Context: an optimization exercise on an open-source flow, tuned for small area and few clock cycles per item. The choices shown serve that exercise and are no tape-out recipe.
In this exercise RTL edits were held to simulation tests only and were not proved equivalent to the original.
Power is estimated from default activity; no workload was simulated.

==> inputs of v23 <==
## lh_sensor_decoder
module lh_sensor_decoder (
    input  wire               clk,
    input  wire               rst,
    input  wire               in_valid,
    output wire               in_ready,
    input  wire               in_fall_valid,
    input  wire [31:0]        in_fall_ts,
    input  wire               in_rise_valid,
    input  wire [31:0]        in_rise_ts,
    output reg                out_valid,
    output wire [2:0]         out_kind,
    output wire [31:0]        out_length,
    output wire [31:0]        out_duty,
    output wire [1:0]         out_slot,
    output wire signed [17:0] out_angle,
    output wire               out_skip,
    output wire               out_rotor,
    output wire               out_data,
    output wire               out_bit_fwd,
    output wire               ob_we,
    output wire [6:0]         ob_addr,
    output wire [15:0]        ob_wdata,
    output wire               frame_done,
    output wire [8:0]         frame_length,
    output wire               frame_padding
);
==> flow/config.mk <==
export PLATFORM = sky130hd
export DESIGN_NAME = lh_sensor_decoder
export DESIGN_NICKNAME = lh_sensor_decoder
export VERILOG_FILES = /design/flow/design.v
export SDC_FILE = /design/flow/constraint.sdc
export NUM_CORES = 4
export LEC_CHECK = 0
export CAP_MARGIN = 20
export CORE_MARGIN = 2
export CORE_UTILIZATION = 40
export SLEW_MARGIN = 20
==> flow/constraint.sdc <==
create_clock -name core_clock -period 16.0 [get_ports {clk}]
set_input_delay 3.2000 -clock core_clock [delete_from_list [all_inputs] [get_ports {clk}]]
set_output_delay 3.2000 -clock core_clock [all_outputs]
set_load 0.01 [all_outputs]
standard.sh (not shown) runs the stock make flow with config.mk's settings and CLKGATE_MAP_FILE= SYNTH_SCRIPT=/design/flow/synth_recipe.tcl, a recipe that flattens the netlist after the stock synthesis.
==> flow/flow/run.sh <==
#!/bin/bash
# The standard layout with three changes:
# - ABC maps with flow/abc_speed.script, which runs one area-recovering &nf
#   pass instead of the standard script's repeated delay-oriented passes;
#   the rest of synthesis (synth_recipe.tcl and ORFS's synth.tcl) is unchanged.
# - after synthesis, flow/fa_polarity.py re-chooses which full adders work on
#   complemented signals (a full adder is self-dual) so that fewer inverters
#   are needed; registers and everything else are left as synthesis made them.
# - the port buffers inserted before global placement are the smallest
#   buffer, sky130_fd_sc_hd__buf_1; repair_design and repair_timing still
#   resize them where timing or slew needs it.
# Each tool's output goes to a log file here.
set -euo pipefail
rm -rf scripts_abc
cp -r "$FLOW_HOME/scripts" scripts_abc
cp flow/abc_speed.script scripts_abc/abc_speed.script
ARGS=("SCRIPTS_DIR=$PWD/scripts_abc" 'BUFFER_PORTS_ARGS=-buffer_cell sky130_fd_sc_hd__buf_1')
bash standard.sh "${ARGS[@]}" synth > synth.log 2>&1
R=orfs/results/sky130hd/lh_sensor_decoder/base
cp "$R/1_2_yosys.v" "$R/1_2_yosys.before_polarity.v"
python3 flow/fa_polarity.py "$R/1_2_yosys.before_polarity.v" "$R/1_2_yosys.v" > polarity.log 2>&1
rm -f "$R/1_synth.odb" "$R/1_synth.sdc"
bash standard.sh "${ARGS[@]}" finish > standard.log 2>&1
Other scripts of this flow, unchanged in this note and not shown: flow/flow/abc_speed.script, flow/flow/fa_polarity.py
==> v13: changes against v23 <==
CORE_UTILIZATION = 60   (was 40)
CTS_BUF_LIST = sky130_fd_sc_hd__clkbuf_8   (was not set)
==> comparison <==
In combinational power, v23 and v13 hardly differ. Register-to-register slack is about the same in v23 and v13. Of v23 and v13, v23 has the higher via count (gap 0.65%, measured against v13). Between v23 and v13, the lower power is in v13 (gap about 3.3%, measured against v13).
==> figures <==
	v13	v23
Outcome	finished clean	finished clean
Switching power as a share of total power	50.3%	48.6%
Fraction of final layout cells sized beyond drive strength 1	3.46%	3.01%
Global routing usage summed across all routing layers	29.0%	20.8%
Combinational Power	2.33 mW	2.34 mW
Number of placed cells counting well taps	1809	1972
Maximum vdd ir drop	0.422 mV	0.331 mV
Setup Skew	0.0263 ns	0.0108 ns
Die height	153 µm	187 µm
Number of fill cells in the layout	1798	3199
Testbench counts of v23, summed over its fixed seeds: cycles 80,008, polls 80,000.
Testbench counts of v13, summed over its fixed seeds: cycles 80,008, polls 80,000.

afterwards: timing with drivers on the ports:
How much do the figures lean on ideal ports? The routed layouts below were timed once more, with nothing changed but the port constraints.
Step 1 sets driving cells, clkbuf_16 on the clock port and buf_2 on the other inputs (assumed; they add their load-dependent delay and slew).
Step 2 times the ports against the registers' clock, not the clock port: input delays grow and output delays shrink by t, the midpoint of the rising clock arrivals with the driver on.
Three values: ideal, step 1, step 2; two values: the first two.
run | t (ns) | slack for setup (ns) | worst register clock-pin slew, ns
v23 | 0.483 | 0.809 / 0.762 / 1.245 | 0.07 / 0.07
v13 | 0.500 | 0.839 / 0.796 / 1.296 | 0.12 / 0.12
After both steps every run listed still meets setup and hold.
